This design comes from an exercise in tuning for small area, a short achievable clock period and few clock cycles per item on the open sky130 flow, not from production work.
At most, simulation tests tie the RTL to the original design; equivalence was not proved.
Only the layout flow was run in runs 2 to 4; the RTL was not checked for function there.

==> flow/design.v (outline; a module is shown in full before it is edited, if it fits) <==
// module sb_xor: 1 lines
// module sb_xnor: 1 lines
// module sb_and: 1 lines
// module sb_nand: 1 lines
// module sb_ao21: 1 lines
// module sb_ao22: 3 lines
// module sb_mux2: 1 lines
// module sb_ainv: 26 lines
// module sb_alin: 26 lines
// module sb_ainvx: 34 lines
// module sb_inv4: 30 lines
// module aes_sbox: 116 lines
// module aes_sbox_k: 125 lines
// module aes_dec_mix: 355 lines
// module aes_enc_mix: 174 lines
// module aes256_cbc: 221 lines
module aes256_cbc #(
  parameter [127:0] IV0 = 128'h0102030405060708090a0b0c0d0e0f10
) (
  input  wire         clk,
  input  wire         rst,         
  input  wire         in_valid,
  output wire         in_ready,
  input  wire [1:0]   in_op,
  input  wire         in_first,
  input  wire [127:0] in_data,
  input  wire [255:0] in_key,
  output wire         out_valid,
  input  wire         out_ready,
  output wire [127:0] out_data,
  output wire [1:0]   out_err
);
  // ...
==> flow/flow/run.sh <==
#!/bin/bash
# The standard layout (the standard.sh, ORFS synthesis to final), with one change: the port
# buffers that global placement inserts are the smallest buffer cell instead of ORFS's default
# pick (a 4-stage delay buffer). Every port still gets its buffer.
set -euo pipefail
bash standard.sh 'BUFFER_PORTS_ARGS=-buffer_cell sky130_fd_sc_hd__buf_1' finish > standard_flow.log 2>&1
==> flow/standard.sh <==
#!/bin/bash
# synth_recipe.tcl (not shown) runs the flow's synth.tcl, then flattens the netlist and writes it again
# the make line also repeats each setting of config.mk as NAME=value (left out here)
make -C /OpenROAD-flow-scripts/flow DESIGN_CONFIG=/design/flow/config.mk WORK_HOME=/design/flow/orfs CLKGATE_MAP_FILE= SYNTH_SCRIPT=/design/flow/synth_recipe.tcl "${@:-finish}"
==> flow/config.mk <==
export PLATFORM = sky130hd
export DESIGN_NAME = aes256_cbc
export DESIGN_NICKNAME = aes256_cbc
export VERILOG_FILES = /design/flow/design.v
export SDC_FILE = /design/flow/constraint.sdc
export NUM_CORES = 8
export LEC_CHECK = 0
export CAP_MARGIN = 25
export CORE_MARGIN = 2
export CORE_UTILIZATION = 45
export CTS_BUF_LIST = sky130_fd_sc_hd__clkbuf_8
export PLACE_DENSITY = 0.6
export SETUP_SLACK_MARGIN = 4.75
export SLEW_MARGIN = 25
export SYNTH_HIERARCHICAL = 1
export SYNTH_MINIMUM_KEEP_SIZE = 0
==> flow/constraint.sdc <==
create_clock -name core_clock -period 11.0 [get_ports {clk}]
set_input_delay 2.2000 -clock core_clock [delete_from_list [all_inputs] [get_ports {clk}]]
set_output_delay 2.2000 -clock core_clock [all_outputs]
set_load 0.01 [all_outputs]
==> results.yml, run 1 <==
status:
  status: "complete, no violations"
yosys:
  synthMuxAreaShare: 0.04964
  synthSimpleGateAreaFrac: 0.07749
  async_reset_ff_frac: 0
  syn_area_mm2: 0.1065
  ys_seq_elements: 1296
sta:
  clock_skew_ps: 103.6
  setup_viol_count_final: 0
setup_path:
  cp-endpoint: "state[106]"
  reg2reg_depth: 23
  crit_start: "state[20]"
  cpMaxStageDelayCell: "dfxtp_1"
  cp.required_ps: 11920
cells_and_area:
  layout.comb_gates.multi_input: 8747
  clk_share: 0.04232
  postLayoutCoreUtil: 0.5184
cts:
  cts-root-buf: "clkbuf_8"
  clk_latency_ps: 1110
  cts.repair.resized: 357
die:
  die_y_um: 490.4
route:
  wl_met3_um: 42700
grt:
  met1_usage: 0.4942
Testbench counts, summed over its fixed seeds: cycles 11,896, items 842.
==> module aes256_cbc, before the edit <==
module aes256_cbc #(
  parameter [127:0] IV0 = 128'h0102030405060708090a0b0c0d0e0f10
) (
  input  wire         clk,
  input  wire         rst,         
  input  wire         in_valid,
  output wire         in_ready,
  input  wire [1:0]   in_op,
  input  wire         in_first,
  input  wire [127:0] in_data,
  input  wire [255:0] in_key,
  output wire         out_valid,
  input  wire         out_ready,
  output wire [127:0] out_data,
  output wire [1:0]   out_err
);
  localparam [1:0] OP_KEXP = 2'd0, OP_ENC = 2'd1, OP_DEC = 2'd2, OP_ILL = 2'd3;
  localparam [1:0] E_NONE = 2'd0, E_ILLEGAL = 2'd1, E_NOKEY = 2'd2;
  reg         busy;           
  reg [1:0]   err;            
  reg [3:0]   rnd;            
  reg         aesv;           
  reg         ovalid;
  reg [127:0] obuf;           
  reg [1:0]   oerr;
  reg [127:0] state;
  reg [127:0] chain;          
  reg [127:0] mask;           
  reg [255:0] k0;             
  reg [255:0] kn;             
  reg         kn_pending;     
  reg [255:0] w;              
  reg  enc, dec, kexp;        
  wire is_enc  = enc;
  wire is_dec  = dec;
  wire is_kexp = kexp;
  reg         parked;         
  wire at_end  = busy && !parked &&
                 (is_enc ? (rnd == 4'd14) : is_dec ? (rnd == 4'd0) : 1'b1);
  wire done    = at_end || (busy && parked);
  wire fin     = done && (!ovalid || out_ready);
  wire park    = at_end && !fin;
  assign in_ready  = !ovalid && (!busy || done) && !(in_op == OP_DEC && kn_pending);
  assign out_valid = ovalid;
  assign out_data  = obuf;
  assign out_err   = oerr;
  wire accept = in_valid && in_ready;
  wire last_e = is_enc && rnd == 4'd14;
  wire [127:0] wa   = w[255:128];
  wire [127:0] rkey = w[127:0];       
  wire [127:0] sb;
  wire [127:0] ka;
  genvar g;
  generate
    for (g = 0; g < 16; g = g + 1) begin : g_sbox
      localparam integer I = 15 - g;                        
      localparam integer J = I % 4 + 4 * ((I / 4 + I % 4) % 4);
      localparam integer JE = I % 4 + 4 * ((I / 4 + 4 - I % 4) % 4);   
      aes_sbox_k u_sb (.a(state[8*g +: 8]),
                       .k((ka[127 - 8*J -: 8] & {8{dec}}) | (rkey[127 - 8*JE -: 8] & {8{last_e}})),
                       .y(sb[8*g +: 8]));
    end
  endgenerate
  reg [127:0] sr, isr;
  integer r, c;
  always @(*) begin
    for (r = 0; r < 4; r = r + 1)
      for (c = 0; c < 4; c = c + 1) begin
        sr[127 - 8*(r + 4*c) -: 8]  = sb[127 - 8*(r + 4*((c + r) % 4)) -: 8];
        isr[127 - 8*(r + 4*c) -: 8] = sb[127 - 8*(r + 4*((c + 4 - r) % 4)) -: 8];
      end
  end
  wire [127:0] q_enc;
  generate
    for (g = 0; g < 4; g = g + 1) begin : g_emix
      aes_enc_mix u_em (.x(sr[32*g +: 32]), .k(rkey[32*g +: 32]), .y(q_enc[32*g +: 32]));
    end
  endgenerate
  generate
    for (g = 0; g < 16; g = g + 1) begin : g_ka
      sb_alin u_ka (.x(rkey[8*g +: 8]), .y(ka[8*g +: 8]));
    end
  endgenerate
  wire [127:0] xs    = isr;                       
  wire [127:0] q_dec;
  wire [127:0] qe_l, qd_l;                        
  generate
    for (g = 0; g < 4; g = g + 1) begin : g_dmix
      aes_dec_mix u_dm (.x(xs[32*g +: 32]), .m(mask[32*g +: 32]), .y(q_dec[32*g +: 32]),
                        .p(qd_l[32*g +: 32]));
    end
  endgenerate
  assign qe_l = sr;
  wire [31:0] ks_sub;
  generate
    for (g = 0; g < 4; g = g + 1) begin : g_ksbox
      aes_sbox u_ksb (.a(rkey[8*g +: 8]), .y(ks_sub[8*g +: 8]));
    end
  endgenerate
  reg [7:0] rcon;
  always @(*) begin
    case (rnd)
      4'd1:    rcon = 8'h01;
      4'd3:    rcon = 8'h02;
      4'd5:    rcon = 8'h04;
      4'd7:    rcon = 8'h08;
      4'd9:    rcon = 8'h10;
      4'd11:   rcon = 8'h20;
      4'd13:   rcon = 8'h40;
      default: rcon = 8'h00;
    endcase
  end
  wire [31:0]  kt;
  wire [127:0] f;
  wire [31:0]  p0 = wa[127:96] ^ {rcon, 24'h0};
  wire [31:0]  p1 = wa[95:64] ^ p0;
  wire [31:0]  p2 = wa[63:32] ^ p1;
  wire [31:0]  p3 = wa[31:0]  ^ p2;
  wire [127:0] kp = {p0, p1, p2, p3};
  wire [127:0] kc = {32'h0, wa[95:64] ^ wa[127:96], wa[63:32] ^ wa[95:64], wa[31:0] ^ wa[63:32]};
  wire [31:0]  ks_rot = {ks_sub[23:0], ks_sub[31:24]};
  generate
    for (g = 0; g < 32; g = g + 1) begin : g_kt
      sb_mux2 u_kt (.s(rnd[0]), .a(ks_sub[g]), .b(ks_rot[g]), .y(kt[g]));
    end
    for (g = 0; g < 128; g = g + 1) begin : g_kf
      sb_xor u_kf (.a(kp[g]), .b(kt[g % 32]), .y(f[g]));
    end
  endgenerate
  wire         chain_now = fin && is_enc && !parked;    
  wire         new_enc = (in_op == OP_ENC) && aesv;
  wire         new_dec = (in_op == OP_DEC) && aesv;
  wire [255:0] kstart = (new_dec && !(busy && is_kexp)) ? kn : k0;
  wire [127:0] kin    = in_data ^ kstart[255:128];
  wire [127:0] init_d;                                   
  generate
    for (g = 0; g < 16; g = g + 1) begin : g_initd
      sb_ainv u_id (.x(kin[8*g +: 8]), .y(init_d[8*g +: 8]));
    end
  endgenerate
  wire         use_sr = chain_now && !in_first;
  wire [127:0] qe     = kin ^ (in_first ? IV0 : chain_now ? 128'h0 : chain);
  wire         s_d    = dec && !accept;
  wire         s_e    = !dec && !accept;
  wire         s_id   = accept && new_dec;
  wire         s_ie   = accept && !new_dec;
  wire [127:0] sr_use, init_e, st_a, st_b, st_next;
  generate
    for (g = 0; g < 128; g = g + 1) begin : g_next
      sb_and  u_su (.a(sr[g]), .b(use_sr), .y(sr_use[g]));
      sb_xor  u_ie (.a(sr_use[g]), .b(qe[g]), .y(init_e[g]));
      sb_ao22 u_sa (.a(s_id), .b(init_d[g]), .c(s_ie), .d(init_e[g]), .y(st_a[g]));
      sb_ao21 u_sb (.a(s_e), .b(q_enc[g]), .c(st_a[g]), .y(st_b[g]));
      sb_ao21 u_sc (.a(s_d), .b(q_dec[g]), .c(st_b[g]), .y(st_next[g]));
    end
  endgenerate
  wire         load_w = (accept && (new_enc || new_dec)) || (busy && is_kexp && rnd == 4'd0);
  wire [127:0] w_lo_e = load_w ? kstart[127:0] : (kc & {128{dec}});
  wire         sel_f0 = !load_w;
  wire         sel_f  = !load_w && !dec;
  wire [127:0] w_lo;
  generate
    for (g = 0; g < 128; g = g + 1) begin : g_wlo
      sb_ao21 u_w (.a(g >= 96 ? sel_f0 : sel_f), .b(f[g]), .c(w_lo_e[g]), .y(w_lo[g]));
    end
  endgenerate
  wire         acc_dec = accept && new_dec;
  wire [127:0] q_l    = is_dec ? qd_l : qe_l;
  wire [127:0] m_next = acc_dec ? (in_first ? IV0 : chain_now ? qe_l : chain) : q_l;
  wire [127:0] o_next = !(is_enc || is_dec) ? 128'h0 : parked ? mask : q_l;
  always @(posedge clk) begin
    state <= st_next;
    w <= {load_w ? kstart[255:128] : rkey, w_lo};
    if (accept && in_op == OP_KEXP) k0 <= in_key;
    if (kn_pending && !is_dec && rnd == 4'd13) kn <= {f, rkey};
    if (acc_dec || park)            mask <= m_next;
  end
  always @(posedge clk) begin
    if (rst) begin
      busy   <= 1'b0;
      parked <= 1'b0;
      kn_pending <= 1'b0;
      aesv   <= 1'b0;
      ovalid <= 1'b0;
      chain  <= IV0;
    end else begin
      if (fin) begin
        ovalid <= 1'b1;
        obuf   <= o_next;
        oerr   <= err;
      end else if (out_ready) begin
        ovalid <= 1'b0;
      end
      if (at_end && is_enc) chain <= qe_l;
      if (park) parked <= 1'b1;
      if (fin) begin
        busy   <= 1'b0;
        parked <= 1'b0;
      end
      rnd <= is_dec ? rnd - 4'd1 : rnd + 4'd1;
      if (kn_pending && !is_dec && rnd == 4'd13) kn_pending <= 1'b0;
      if (accept) begin
        busy <= 1'b1;
        enc  <= new_enc;
        dec  <= new_dec;
        kexp <= (in_op == OP_KEXP);
        err  <= (in_op == OP_ILL) ? E_ILLEGAL : (in_op != OP_KEXP && !aesv) ? E_NOKEY : E_NONE;
        if (in_op == OP_KEXP) begin
          aesv       <= 1'b1;
          kn_pending <= 1'b1;
          rnd        <= 4'd0;
        end
        if (new_enc) rnd <= 4'd1;
        if (new_dec) rnd <= 4'd13;
        if (new_dec) begin
          chain <= in_data;
        end
      end
    end
  end
endmodule
==> run 2: changes to the inputs <==
--- a/flow/design.v
+++ b/flow/design.v
@@ -6,7 +6,7 @@
 module sb_ao22 (input wire a, input wire b, input wire c, input wire d, output wire y);
   assign y = (a & b) | (c & d);
 endmodule
-module sb_mux2 (input wire s, input wire a, input wire b, output wire y); assign y = s ? b : a; endmodule
+module sb_or   (input wire a, input wire b, output wire y); assign y = a | b;    endmodule
 module sb_ainv (input wire [7:0] x, output wire [7:0] y);
   wire t7;
   sb_xor g7a (.a(x[6]), .b(x[4]), .y(t7));
@@ -935,7 +935,9 @@
   wire done    = at_end || (busy && parked);
   wire fin     = done && (!ovalid || out_ready);
   wire park    = at_end && !fin;
-  assign in_ready  = !ovalid && (!busy || done) && !(in_op == OP_DEC && kn_pending);
+  reg         pres_q;         
+  reg         pres_dec;       
+  assign in_ready  = !ovalid && (!busy || done) && (!kn_pending || (pres_q && !pres_dec));
   assign out_valid = ovalid;
   assign out_data  = obuf;
   assign out_err   = oerr;
@@ -1016,7 +1018,7 @@
   wire [31:0]  ks_rot = {ks_sub[23:0], ks_sub[31:24]};
   generate
     for (g = 0; g < 32; g = g + 1) begin : g_kt
-      sb_mux2 u_kt (.s(rnd[0]), .a(ks_sub[g]), .b(ks_rot[g]), .y(kt[g]));
+      sb_ao22 u_kt (.a(rnd[0]), .b(ks_rot[g]), .c(!rnd[0]), .d(ks_sub[g]), .y(kt[g]));
     end
     for (g = 0; g < 128; g = g + 1) begin : g_kf
       sb_xor u_kf (.a(kp[g]), .b(kt[g % 32]), .y(f[g]));
@@ -1025,8 +1027,9 @@
   wire         chain_now = fin && is_enc && !parked;    
   wire         new_enc = (in_op == OP_ENC) && aesv;
   wire         new_dec = (in_op == OP_DEC) && aesv;
-  wire [255:0] kstart = (new_dec && !(busy && is_kexp)) ? kn : k0;
-  wire [127:0] kin    = in_data ^ kstart[255:128];
+  wire         sel_kn = new_dec && !(busy && is_kexp);   
+  wire [127:0] kin;                                      
+  wire [127:0] w_hi;
   wire [127:0] init_d;                                   
   generate
     for (g = 0; g < 16; g = g + 1) begin : g_initd
@@ -1034,7 +1037,17 @@
     end
   endgenerate
   wire         use_sr = chain_now && !in_first;
-  wire [127:0] qe     = kin ^ (in_first ? IV0 : chain_now ? 128'h0 : chain);
+  wire         q_nc   = !in_first && !chain_now;          
+  wire [127:0] qe;
+  generate
+    for (g = 0; g < 128; g = g + 1) begin : g_qe
+      if (IV0[g]) begin : g1
+        cbc_qe1 u_qe (.kin(kin[g]), .f(in_first), .nc(q_nc), .ch(chain[g]), .qe(qe[g]));
+      end else begin : g0
+        cbc_qe0 u_qe (.kin(kin[g]), .nc(q_nc), .ch(chain[g]), .qe(qe[g]));
+      end
+    end
+  endgenerate
   wire         s_d    = dec && !accept;
   wire         s_e    = !dec && !accept;
   wire         s_id   = accept && new_dec;
@@ -1050,7 +1063,21 @@
     end
   endgenerate
   wire         load_w = (accept && (new_enc || new_dec)) || (busy && is_kexp && rnd == 4'd0);
-  wire [127:0] w_lo_e = load_w ? kstart[127:0] : (kc & {128{dec}});
+  wire [127:0] w_lo_e;
+  wire         kc_sel = !load_w && dec;
+  generate
+    for (g = 0; g < 128; g = g + 1) begin : g_wk
+      cbc_ka u_ka (.s_kn(sel_kn), .ld(load_w), .k0(k0[128 + g]), .kn(kn[128 + g]), .rk(rkey[g]),
+                   .din(in_data[g]), .wn(w_hi[g]), .kin(kin[g]));
+      wire ks_b;
+      sb_ao22 u_kb (.a(sel_kn), .b(kn[g]), .c(!sel_kn), .d(k0[g]), .y(ks_b));
+      if (g >= 96) begin : g_w0                    
+        sb_and  u_ke (.a(load_w), .b(ks_b), .y(w_lo_e[g]));
+      end else begin : g_w13
+        sb_ao22 u_ke (.a(load_w), .b(ks_b), .c(kc_sel), .d(kc[g]), .y(w_lo_e[g]));
+      end
+    end
+  endgenerate
   wire         sel_f0 = !load_w;
   wire         sel_f  = !load_w && !dec;
   wire [127:0] w_lo;
@@ -1060,12 +1087,32 @@
     end
   endgenerate
   wire         acc_dec = accept && new_dec;
-  wire [127:0] q_l    = is_dec ? qd_l : qe_l;
-  wire [127:0] m_next = acc_dec ? (in_first ? IV0 : chain_now ? qe_l : chain) : q_l;
-  wire [127:0] o_next = !(is_enc || is_dec) ? 128'h0 : parked ? mask : q_l;
+  wire         c_d    = is_dec;                            
+  wire         c_nd   = !is_dec;                           
+  wire         c_f    = acc_dec && in_first;               
+  wire         c_qe   = acc_dec && !in_first && chain_now;  
+  wire         c_ch   = acc_dec && !in_first && !chain_now; 
+  wire         c_ql   = !acc_dec;                          
+  wire         c_pk   = (is_enc || is_dec) && parked;      
+  wire         c_po   = (is_enc || is_dec) && !parked;     
+  wire [127:0] m_next, o_next;
+  generate
+    for (g = 0; g < 128; g = g + 1) begin : g_mo
+      wire ql, mt, mu;
+      sb_ao22 u_ql (.a(c_d), .b(qd_l[g]), .c(c_nd), .d(qe_l[g]), .y(ql));
+      sb_ao22 u_mt (.a(c_qe), .b(qe_l[g]), .c(c_ch), .d(chain[g]), .y(mt));
+      sb_ao22 u_o  (.a(c_pk), .b(mask[g]), .c(c_po), .d(ql), .y(o_next[g]));
+      if (IV0[g]) begin : g1
+        sb_ao21 u_mu (.a(c_ql), .b(ql), .c(mt), .y(mu));
+        sb_or   u_m  (.a(mu), .b(c_f), .y(m_next[g]));
+      end else begin : g0
+        sb_ao21 u_m  (.a(c_ql), .b(ql), .c(mt), .y(m_next[g]));
+      end
+    end
+  endgenerate
   always @(posedge clk) begin
     state <= st_next;
-    w <= {load_w ? kstart[255:128] : rkey, w_lo};
+    w <= {w_hi, w_lo};
     if (accept && in_op == OP_KEXP) k0 <= in_key;
     if (kn_pending && !is_dec && rnd == 4'd13) kn <= {f, rkey};
     if (acc_dec || park)            mask <= m_next;
@@ -1075,6 +1122,7 @@
       busy   <= 1'b0;
       parked <= 1'b0;
       kn_pending <= 1'b0;
+      pres_q <= 1'b0;
       aesv   <= 1'b0;
       ovalid <= 1'b0;
       chain  <= IV0;
@@ -1092,6 +1140,8 @@
         busy   <= 1'b0;
         parked <= 1'b0;
       end
+      pres_q   <= in_valid && !accept;
+      pres_dec <= in_op == OP_DEC;
       rnd <= is_dec ? rnd - 4'd1 : rnd + 4'd1;
       if (kn_pending && !is_dec && rnd == 4'd13) kn_pending <= 1'b0;
       if (accept) begin
@@ -1114,3 +1164,15 @@
     end
   end
 endmodule
+module cbc_ka (input wire s_kn, input wire ld, input wire k0, input wire kn, input wire rk,
+               input wire din, output wire wn, output wire kin);
+  wire ks = s_kn ? kn : k0;
+  assign wn  = ld ? ks : rk;
+  assign kin = din ^ ks;
+endmodule
+module cbc_qe0 (input wire kin, input wire nc, input wire ch, output wire qe);
+  assign qe = kin ^ (nc & ch);
+endmodule
+module cbc_qe1 (input wire kin, input wire f, input wire nc, input wire ch, output wire qe);
+  assign qe = kin ^ (f | (nc & ch));
+endmodule
==> flow/run.sh (new file) <==
#!/bin/bash
# synth_recipe.tcl (not shown) runs the flow's synth.tcl, then flattens the netlist and writes it again
# the make line also repeats each setting of config.mk as NAME=value (left out here)
make -C /OpenROAD-flow-scripts/flow DESIGN_CONFIG=/design/flow/config.mk WORK_HOME=/design/flow/orfs CLKGATE_MAP_FILE= SYNTH_SCRIPT=/design/flow/synth_recipe.tcl finish
--- a/flow/config.mk
+++ b/flow/config.mk
@@ -5,12 +5,12 @@
 export SDC_FILE = /design/flow/constraint.sdc
 export NUM_CORES = 8
 export LEC_CHECK = 0
-export CAP_MARGIN = 25
+export CAP_MARGIN = 30
 export CORE_MARGIN = 2
 export CORE_UTILIZATION = 45
 export CTS_BUF_LIST = sky130_fd_sc_hd__clkbuf_8
 export PLACE_DENSITY = 0.6
 export SETUP_SLACK_MARGIN = 4.75
-export SLEW_MARGIN = 25
+export SLEW_MARGIN = 35
 export SYNTH_HIERARCHICAL = 1
 export SYNTH_MINIMUM_KEEP_SIZE = 0
removed: flow/flow/run.sh
removed: flow/standard.sh
==> run 2 against run 1 <==
Effect of this change:
- synthesized cell count decreased by 4.6%
- cell area grew 3.4%
- fmax decreased by 3.6%
- critical path type is now in2reg
- count of clock-buffer cells in the layout decreased by 16
- global-route usage rose by 0.88 points
- worst hold slack better by 38 ps
- non-clock buffer count shrank 59
- routed wire length up 1.5%
- flip-flop and latch count is 2 higher
- cell count decreased by 2.6%
==> results.yml, run 2 <==
yosys:
  ys_warn_count: 7
  syn_inst: 10670
  synthTopCellsByArea: "xor2_1, edfxtp_1, dfxtp_1"
  ys_seq_elements: 1298
  synth_common_cells: "xor2_1, nand2_1, a22o_1"
  syn_nets: 11070
  synthFlopType: "edfxtp_1"
  async_reset_ff_frac: 0
  yosysUniqueCellTypes: 53
  syn_area_mm2: 0.1058
  yosysSeqAreaShare: 0.3195
  post-synth-top-count-cell: "xor2_1"
  yosysTopAreaCellShare: 0.3380
  synth-edff-count: 780
  synth_area_per_cell_um2: 9.911
  synth_top_area_cell: "xor2_1"
sta:
  hold_viol: 0
  min_period_over_period: 0.5788
  clock_skew_ps: 97.97
  drv_slew: 0
  relSlewSlack: 0.2860
  tns_ps: 0
  period_needed_ps: 6367
  rsz0062_at_grt: "true"
  fmax_ghz: 0.1571
  holdWs_ps: 438.7
  setup_viol_count_final: 0
  worstMarginPinSlew_ps: 1041
run:
  maxCapViolCount: 0
place:
  placed_area_mm2: 0.1118
  dp_hpwl_um: 342300
  place.gp.congestion: 1.021
  io_buffers: 522
route:
  drtIter0Drc: 9759
  postRouteAntennaNets: 0
  post_drt_wl_per_cell_um: 32.04
  vias: 84310
  firstDrtPassIters: 8
  wl_um: 461700
  vias_per_cell: 5.850
  drc: 0
grt:
  grt_first_pass_wirelength_um: 630100
  grt_overflow: 0
  antenna_found_initial: 25
  track_usage: 0.3721
  grt_pass1_vias: 81560
  grt_max_degree: 145
cells_and_area:
  synthToLayoutAreaGrowth_pct: 19.17
  top_regs: "k0 (256), kn (256), w (256)"
  fin_nets: 11450
  drive_gt1_frac: 0.1594
  fin_area_mm2: 0.1260
  mostFrequentLayoutCell: "xor2_1"
  most-common-layout-cells: "xor2_1, nand2_1, a22o_1"
cts:
  cts-root-buf: "clkbuf_8"
  htreeDepth: 4
  cts_buffer_depth: 3
  clk_latency_ps: 1100
  cts.clk_slew.worst_paths_ps: 60
  numCtsBuffers: 235
  numClockSinks: 1298
  tritoncts: "yes"
die:
  core_area_mm2: 0.2332
  die_x_um: 488.8
  dieArea_mm2: 0.2389
  initial_core_util: 0.4535
  die_y_um: 488.8
  fp-row-count: 177
  io_pins: 523
setup_path:
  cp_max_fo: 92
  path_cells: "clkdlybuf4s50_1 > nor2b_4 > and2_4 > nand2_8 > clkinvlp_4 > buf_12 > buf_8 > mux2i_4 > xnor2_1 > xor2_1 > xor2_1 > a22o_1 > a21o_1 > a21o_1"
  cp_slowest_stage_delay_ps: 660
  cp.required_ps: 11900
  worst-path-buf-inv: 4
  criticalPathCategory: "in2reg"
  arrival_ps: 7270
  start_kind: "input pin"
  cp_top_family: "buffers and inverters"
  cpMaxStageDelayCell: "mux2i_4"
  worst_setup_path_end_kind: "register"
status:
  status: "complete, no violations"
worst_hold_path:
  hp-class: "reg2reg"
## run 2: cell types whose count changed after synthesis, sizes merged, moves of 96 or more
cell / previous run / this run
a22o: 256 / 896
mux2i: 480 / 129
a21oi: 544 / 289
nor2: 570 / 315
a21o: 384 / 513
clkbuf: 223 / 94
o22ai: 116 / 20
## run 2: metal layers
| metal | part of all wire | routed length (µm) | GRT usage | vias to the layer above |
|---|---|---|---|---|
| met4 | 0.069 | 31650 | 0.2114 | 10 |
| li1 | - | - | - | 36210 |
| met2 | 0.42 | 191900 | 0.5374 | 4858 |
| met3 | 0.096 | 44270 | 0.07267 | 1052 |
| met5 | 0.00014 | 63 | 0 | - |
| met1 | 0.42 | 193700 | 0.5173 | 42180 |
## run 2: worst paths after layout
| check | from | slack [ps] | depth (start not counted) | end |
|---|---|---|---|---|
| worst max-delay path | in_op[1] | 4630 | 14 | state[41] |
| worst min-delay path | w[18] | 440 | 0 | kn[18] |
| worst max register to register | state[45] | 4820 | 22 | state[105] |
| worst min register to register | w[18] | 440 | 0 | kn[18] |
## run 2: cells by family (layout without fill, tap and decap cells)
group	after synthesis	in the layout	synth area share
simple gates	1680	1680	0.07142
buf+inv	940	1533	0.06143
flops	1298	1298	0.3195
other cells	0	15	0
xor+xnor	4582	4583	0.3795
compound gates	2036	2036	0.1553
fa+ha+maj	5	5	0.0005916
mux	129	129	0.01221
## run 2: what timing repair did
| item | 4_1_cts | 5_1_grt |
|---|---|---|
| hold buffers | 0 | 0 |
| pin swaps | 54 | 90 |
| setup buffers | 82 | 137 |
| resized for setup | 403 | 542 |
| cloned | 1 | 0 |
| endpoints found under the setup margin | 484 | 378 |
## run 2: stage by stage
step	instances	worst slack, ps	utilization
6_report	14410	4633	0.5404
5_1_grt	14400	4612	0.5403
4_1_cts	14260	4583	0.5180
3_5_place_dp	13720	3113	0.4794
3_3_place_gp	13720	2753	0.4776
2_1_floorplan	10670	2053	-
## run 2: area by class of cell
class	count	area (µm²)
Tap cell	3132	3919
Fill cell	20680	107200
Timing Repair Buffer	1000	9638
Inverter	83	345.3
Antenna cell	15	37.54
Sequential cell	1298	33910
Multi-Input combinational cell	8433	72740
Clock inverter	198	1964
Clock buffer	252	3468
## run 2: per-module statistics from Yosys (local to each module, per instance), a selection
module,cells,times used
sb_alin,8,16
sb_xor,1,3920
aes256_cbc,2369,1
cbc_qe1,2,33
aes_sbox,8,4
cbc_ka,4,128
sb_xnor,1,208
sb_or,1,33
==> run 3: changes to the inputs <==
--- a/flow/config.mk
+++ b/flow/config.mk
@@ -10,7 +10,7 @@
 export CORE_UTILIZATION = 45
 export CTS_BUF_LIST = sky130_fd_sc_hd__clkbuf_8
 export PLACE_DENSITY = 0.6
-export SETUP_SLACK_MARGIN = 4.75
+export SETUP_SLACK_MARGIN = 4.5
 export SLEW_MARGIN = 35
 export SYNTH_HIERARCHICAL = 1
 export SYNTH_MINIMUM_KEEP_SIZE = 0
==> run 3 against run 2 <==
Effect of this change:
- via count fell by 0.47%
- clock skew grew 3.3 ps
- still clean on timing, DRC and antenna
- cell area down 2.5%
- flip-flop and latch count unchanged
- largest cell class unchanged
- routed wire length decreased by 0.63%
- sequential share of layout area up 0.63 points
- utilization is 1.3 points lower
- synthesized cell count unchanged
- die area is the same
- worst hold slack better by 10 ps
- fmax fell by 3.9%
==> results.yml, run 3 <==
sta:
  hold_viol: 0
  worstMarginPinSlew_ps: 1101
  holdWs_ps: 449.0
  rsz0062_at_grt: "true"
  tns_ps: 0
  setup_viol_count_final: 0
  relSlewSlack: 0.2607
  drv_slew: 0
  timing.final.ws_setup_ps: 4372
  min_period_over_period: 0.6025
  clock_skew_ps: 101.3
  period_needed_ps: 6628
  fmax_ghz: 0.1509
yosys:
  yosysTopAreaCellShare: 0.3380
  syn_area_mm2: 0.1058
  yosysSeqAreaShare: 0.3195
  ys_warn_count: 7
  syn_inst: 10670
  synth-edff-count: 780
  async_reset_ff_frac: 0
  synth_common_cells: "xor2_1, nand2_1, a22o_1"
  synth_area_per_cell_um2: 9.911
  synthFlopType: "edfxtp_1"
  synth_top_area_cell: "xor2_1"
  post-synth-top-count-cell: "xor2_1"
  synthTopCellsByArea: "xor2_1, edfxtp_1, dfxtp_1"
  syn_nets: 11070
  ys_seq_elements: 1298
  yosysUniqueCellTypes: 53
die:
  die_y_um: 488.8
  io_pins: 523
  core_area_mm2: 0.2332
  initial_core_util: 0.4535
  die_x_um: 488.8
  fp-row-count: 177
  dieArea_mm2: 0.2389
cells_and_area:
  drive_gt1_frac: 0.1327
  top_regs: "k0 (256), kn (256), w (256)"
  finalNonFillerCells: 14280
  most-common-layout-cells: "xor2_1, nand2_1, a22o_1"
  register_area_mm2: 0.03384
  fin_nets: 11330
  multi_input_area_mm2: 0.07096
  fillers: 20970
  synthToLayoutAreaGrowth_pct: 16.20
  mostFrequentLayoutCell: "xor2_1"
  postLayoutCoreUtil: 0.5270
  fin_area_mm2: 0.1229
cts:
  tritoncts: "yes"
  numClockSinks: 1298
  cts_buffer_depth: 3
  cts.clk_slew.worst_paths_ps: 60
  htreeDepth: 4
  numCtsBuffers: 235
  clk_latency_ps: 1100
  hold_buffers: 0
  cts-root-buf: "clkbuf_8"
grt:
  track_usage: 0.3710
  grt_first_pass_wirelength_um: 628000
  grt_overflow: 0
  antenna_found_initial: 31
  grt_max_degree: 145
  grt_pass1_vias: 81180
place:
  pre_cts_slack_ps: 3113
  placedCellCount: 13720
  dp_hpwl_um: 342300
  io_buffers: 522
  placed_area_mm2: 0.1118
  place.gp.congestion: 1.021
setup_path:
  cp_top_family: "buffers and inverters"
  worst-path-buf-inv: 4
  worst_setup_path_end_kind: "register"
  criticalPathCategory: "in2reg"
  path_cells: "clkdlybuf4s50_1 > nor2b_4 > and2_4 > nand2_8 > clkinvlp_4 > buf_12 > buf_6 > mux2i_2 > xnor2_1 > xor2_1 > xor2_1 > a22o_1 > a21o_1 > a21o_1"
  start_kind: "input pin"
  cp.required_ps: 11940
  arrival_ps: 7570
  cpMaxStageDelayCell: "mux2i_2"
  cp_max_fo: 92
  cp_slowest_stage_delay_ps: 860
route:
  firstDrtPassIters: 6
  drtIter0Drc: 10140
  wl_um: 458700
  vias: 83920
  drc: 0
  postRouteAntennaNets: 0
  vias_per_cell: 5.876
  post_drt_wl_per_cell_um: 32.12
worst_hold_path:
  hp-class: "reg2reg"
run:
  maxCapViolCount: 0
status:
  status: "complete, no violations"
==> run 3: cell counts after synthesis <==
Identical to the previous run, type by type.
==> run 3: worst paths after layout <==
check,from,end,slack [ps],depth (start not counted)
hold / removal,w[18],kn[18],450,0
setup / recovery,in_op[1],state[43],4370,14
hold reg to reg,w[18],kn[18],450,0
setup reg to reg,state[44],state[124],4610,22
==> run 3: what timing repair did <==
| action | CTS | global route |
|---|---|---|
| resized for setup | 278 | 337 |
| cloned | 1 | 0 |
| endpoints found under the setup margin | 317 | 313 |
| buffers inserted | 38 | 59 |
| pin swaps | 18 | 55 |
==> run 3: cell type report <==
cell class / count / share of cell area
Tap cell: 3132 / 0.03189
Antenna cell: 7 / 0.0001425
Timing Repair Buffer: 878 / 0.06809
Multi-Input combinational cell: 8433 / 0.5775
Clock inverter: 198 / 0.01599
Inverter: 83 / 0.002790
Sequential cell: 1298 / 0.2754
Clock buffer: 252 / 0.02822
==> run 3: per-module statistics from Yosys (local to each module, per instance), excerpt <==
module | cell area, µm² | flops+latches
sb_inv4 | 230.2 | 0
aes_sbox | 60.06 | 0
sb_or | 6.256 | 0
cbc_qe0 | 12.51 | 0
sb_ao21 | 7.507 | 0
sb_alin | 60.06 | 0
==> run 3: per-layer routing <==
| layer | track usage | part of all wire | up-vias |
|---|---|---|---|
| li1 | - | - | 36110 |
| met4 | 0.2073 | 0.067 | 14 |
| met5 | 0 | 0.00020 | - |
| met3 | 0.07162 | 0.093 | 994 |
| met2 | 0.5372 | 0.42 | 4822 |
| met1 | 0.5164 | 0.42 | 41980 |
==> run 3: cell families (layout without fill, tap and decap cells) <==
| kind of cell | Yosys count | in the layout | synth area share |
|---|---|---|---|
| other cells | 0 | 7 | 0 |
| fa+ha+maj | 5 | 5 | 0.0005916 |
| compound gates | 2036 | 2036 | 0.1553 |
| buf+inv | 940 | 1411 | 0.06143 |
| flops | 1298 | 1298 | 0.3195 |
| mux | 129 | 129 | 0.01221 |
| xor+xnor | 4582 | 4583 | 0.3795 |
| simple gates | 1680 | 1680 | 0.07142 |
==> run 4: changes to the inputs <==
--- a/flow/design.v
+++ b/flow/design.v
@@ -1029,6 +1029,11 @@
   wire         new_dec = (in_op == OP_DEC) && aesv;
   wire         sel_kn = new_dec && !(busy && is_kexp);   
   wire [127:0] kin;                                      
+  generate
+    for (g = 0; g < 128; g = g + 1) begin : g_kin
+      sb_xor u_kin (.a(in_data[g]), .b(kn[128 + g]), .y(kin[g]));
+    end
+  endgenerate
   wire [127:0] w_hi;
   wire [127:0] init_d;                                   
   generate
@@ -1042,9 +1047,10 @@
   generate
     for (g = 0; g < 128; g = g + 1) begin : g_qe
       if (IV0[g]) begin : g1
-        cbc_qe1 u_qe (.kin(kin[g]), .f(in_first), .nc(q_nc), .ch(chain[g]), .qe(qe[g]));
+        cbc_qe1 u_qe (.din(in_data[g]), .k0(k0[128 + g]), .f(in_first), .nc(q_nc), .ch(chain[g]),
+                      .qe(qe[g]));
       end else begin : g0
-        cbc_qe0 u_qe (.kin(kin[g]), .nc(q_nc), .ch(chain[g]), .qe(qe[g]));
+        cbc_qe0 u_qe (.din(in_data[g]), .k0(k0[128 + g]), .nc(q_nc), .ch(chain[g]), .qe(qe[g]));
       end
     end
   endgenerate
@@ -1068,7 +1074,7 @@
   generate
     for (g = 0; g < 128; g = g + 1) begin : g_wk
       cbc_ka u_ka (.s_kn(sel_kn), .ld(load_w), .k0(k0[128 + g]), .kn(kn[128 + g]), .rk(rkey[g]),
-                   .din(in_data[g]), .wn(w_hi[g]), .kin(kin[g]));
+                   .wn(w_hi[g]));
       wire ks_b;
       sb_ao22 u_kb (.a(sel_kn), .b(kn[g]), .c(!sel_kn), .d(k0[g]), .y(ks_b));
       if (g >= 96) begin : g_w0                    
@@ -1165,14 +1171,14 @@
   end
 endmodule
 module cbc_ka (input wire s_kn, input wire ld, input wire k0, input wire kn, input wire rk,
-               input wire din, output wire wn, output wire kin);
+               output wire wn);
   wire ks = s_kn ? kn : k0;
   assign wn  = ld ? ks : rk;
-  assign kin = din ^ ks;
 endmodule
-module cbc_qe0 (input wire kin, input wire nc, input wire ch, output wire qe);
-  assign qe = kin ^ (nc & ch);
+module cbc_qe0 (input wire din, input wire k0, input wire nc, input wire ch, output wire qe);
+  assign qe = din ^ k0 ^ (nc & ch);
 endmodule
-module cbc_qe1 (input wire kin, input wire f, input wire nc, input wire ch, output wire qe);
-  assign qe = kin ^ (f | (nc & ch));
+module cbc_qe1 (input wire din, input wire k0, input wire f, input wire nc, input wire ch,
+                output wire qe);
+  assign qe = din ^ k0 ^ (f | (nc & ch));
 endmodule
==> run 4 against run 3 <==
Effect of this change:
- highest routed layer unchanged
- non-clock buffer count is 109 higher
- count of clock-buffer cells in the layout is 19 higher
- cell area is 2.1% higher
- register-to-register slack better by 20 ps
==> results.yml, run 4 <==
status:
  status: "complete, no violations"
cells_and_area:
  mostFrequentLayoutCell: "xor2_1"
  drive_gt1_frac: 0.1413
  fin_nets: 11560
  top_regs: "k0 (256), kn (256), w (256)"
  synthToLayoutAreaGrowth_pct: 17.52
  most-common-layout-cells: "xor2_1, nand2_1, a22o_1"
cts:
  cts-root-buf: "clkbuf_8"
  cts.clk_slew.worst_paths_ps: 70
  numCtsBuffers: 237
  htreeDepth: 4
  numClockSinks: 1298
  clk_latency_ps: 1060
  tritoncts: "yes"
  hold_buffers: 0
  cts_buffer_depth: 3
sta:
  holdWs_ps: 451.0
  setup_viol_count_final: 0
  period_needed_ps: 6371
  worstMarginPinSlew_ps: 1076
  hold_viol: 0
  clock_skew_ps: 83.66
  min_period_over_period: 0.5792
  fmax_ghz: 0.1570
  relSlewSlack: 0.2801
  tns_ps: 0
  rsz0062_at_grt: "true"
  drv_slew: 0
setup_path:
  worst_setup_path_end_kind: "register"
  r2r_start: "state[98]"
  arrival_ps: 7270
  cp-endpoint: "state[4]"
  cp_max_fo: 12
  criticalPathCategory: "reg2reg"
  reg2reg_slack_ps: 4630
  rr_endpoint: "state[4]"
  reg2reg_depth: 25
  crit_start: "state[98]"
  start_kind: "register"
  cp.required_ps: 11900
yosys:
  async_reset_ff_frac: 0
  syn_nets: 11190
  yosysTopAreaCellShare: 0.3558
  synthAdderAreaFrac: 0.0005860
  synth_common_cells: "xor2_1, nand2_1, a22o_1"
  ys_seq_elements: 1298
  yosysSeqAreaShare: 0.3166
  synth-compound-area-share: 0.1527
  synthXorXnorAreaFrac: 0.3864
  synth_area_per_cell_um2: 9.886
  synthMuxAreaShare: 0.01210
  synthSimpleGateAreaFrac: 0.07075
  synthFlopType: "edfxtp_1"
  synth-edff-count: 780
  synthTopCellsByArea: "xor2_1, edfxtp_1, dfxtp_1"
  yosysUniqueCellTypes: 52
  syn_area_mm2: 0.1067
  synth_top_area_cell: "xor2_1"
  synth_top_family_by_area: "XOR/XNOR gates"
  ys_warn_count: 7
  syn_inst: 10800
  post-synth-top-count-cell: "xor2_1"
route:
  vias: 85510
  postRouteAntennaNets: 0
  wl_um: 487200
  post_drt_wl_per_cell_um: 33.48
  drc: 0
  firstDrtPassIters: 6
  drtIter0Drc: 10740
  vias_per_cell: 5.876
grt:
  antenna_found_initial: 34
  grt_overflow: 0
  grt_first_pass_wirelength_um: 660300
  grt_pass1_vias: 82910
  grt_max_degree: 157
  track_usage: 0.3879
die:
  die_y_um: 491.1
  dieArea_mm2: 0.2411
  die_x_um: 491.1
  initial_core_util: 0.4530
  io_pins: 523
  fp-row-count: 178
  core_area_mm2: 0.2356
run:
  maxCapViolCount: 0
place:
  io_buffers: 522
  place.gp.congestion: 1.022
  dp_hpwl_um: 368400
worst_hold_path:
  hp-class: "reg2reg"
  hp-start: "w[57]"
-- run 4: cell count changes after synthesis, sizes merged --
cell and change:
xnor2 -128, xor2 +256
-- run 4: routing by layer --
metal,GRT usage,vias up,share of wire
li1,-,36650,-
met1,0.5286,42630,0.41
met2,0.5657,5160,0.42
met3,0.09068,1065,0.11
met4,0.2099,12,0.065
met5,0,-,0.00015
-- run 4: logic make-up after synthesis --
kind of cell	after synthesis
xor+xnor	4710
buf+inv	940
simple gates	1680
compound gates	2036
flops	1298
fa+ha+maj	5
mux	129
-- run 4: per-module statistics from Yosys, one instance, submodules excluded, excerpt --
module	flip-flops and latches	times used	cells inside
aes_sbox	0	4	8
sb_ao22	0	768	1
sb_inv4	0	20	36
sb_alin	0	16	8
cbc_ka	0	128	3
sb_and	0	160	1
cbc_qe1	0	33	3
aes256_cbc	1298	1	2369
sb_xnor	0	208	1
cbc_qe0	0	95	3
sb_nand	0	540	1
sb_xor	0	4048	1
sb_or	0	33	1
-- run 4: how the worst min path moves through the flow --
stage                   end  depth (start not counted)  slack (ps)
floorplan           oerr[0]                          0         400
global placement    kn[104]                          0         430
detailed placement  oerr[1]                          0         420
CTS                  kn[57]                          0         450
global route         kn[57]                          0         460
finish               kn[57]                          0         450
-- run 4: cell type report --
class | count | area, µm²
inverter | 83 | 346.6
clock inverter | 183 | 1450
antenna | 20 | 50.05
multi-input combinational | 8561 | 72780
timing repair buffer | 987 | 9315
tap | 3150 | 3941
sequential | 1298 | 33840
clock buffer | 271 | 3730
fill | 21440 | 110200
-- run 4: worst max-delay path, cell delays in order (launching register included) --
cell	delay (ps)
dfxtp_2	460
xor2_2	360
xor2_4	290
xor2_2	230
nand2_1	90
xor2_1	240
xor2_1	250
xor2_2	150
buf_4	180
nand2_1	120
o2111ai_1	210
nand2_1	120
nand2_1	130
xor2_1	310
xor2_2	250
xor2_2	270
buf_4	160
xor2_1	200
buf_6	290
xor2_4	250
buf_4	240
xor2_1	290
xor2_1	250
xor2_1	240
xor2_1	310
a21o_1	300
-- run 4: what timing repair did --
item                                    4_1_cts  5_1_grt
pin swaps                                    36       78
gates cloned                                  0        1
buffers inserted                             72       97
gates resized for setup                     332      402
endpoints found under the setup margin      417      292
hold endpoints to repair                      0        0
-- run 4: metrics by stage --
step | setup WS, ps | area (µm²) | std cells | util
floorplan | 2053 | 106900 | 10800 | -
global route | 4365 | 125400 | 14540 | 0.5323
finish | 4629 | 125500 | 14550 | 0.5324
CTS | 4388 | 121400 | 14430 | 0.5152
global placement | 2393 | 112700 | 13900 | 0.4781
detailed placement | 2705 | 113100 | 13910 | 0.4801

[afterwards: timing with drivers on the ports]
No port has a modelled driver above. Below, the same layouts with a new extraction and two added sets of constraints. Step 1 assumes that a clkbuf_16 drives the clock port and a buf_2 every other input. Step 2 adds t to the input delays and takes it off the output delays; t is the mean of the earliest and latest rising clock arrival at the registers after step 1. Input paths then give back, and output paths get back, about the clock's delay inside the block. a / b / c = no drivers / after step 1 / after step 2; a / b = the first two.
run | t, ns | setup slack, ns | worst setup path at the end | worst register clock-pin slew, ns
run 1 | 1.149 | 4.861 / 4.861 / 4.183 | input to register | 0.08 / 0.08
run 2 | 1.152 | 4.633 / 4.688 / 3.536 | input to register | 0.08 / 0.08
run 3 | 1.149 | 4.372 / 4.424 / 3.274 | input to register | 0.08 / 0.08
run 4 | 1.130 | 4.629 / 4.629 / 4.536 | input to register | 0.07 / 0.07
After both steps setup and hold are still met in every run listed. The setup slack of run 3, which loses most, moves by +0.052 ns with the drivers and by -1.098 ns with both steps.
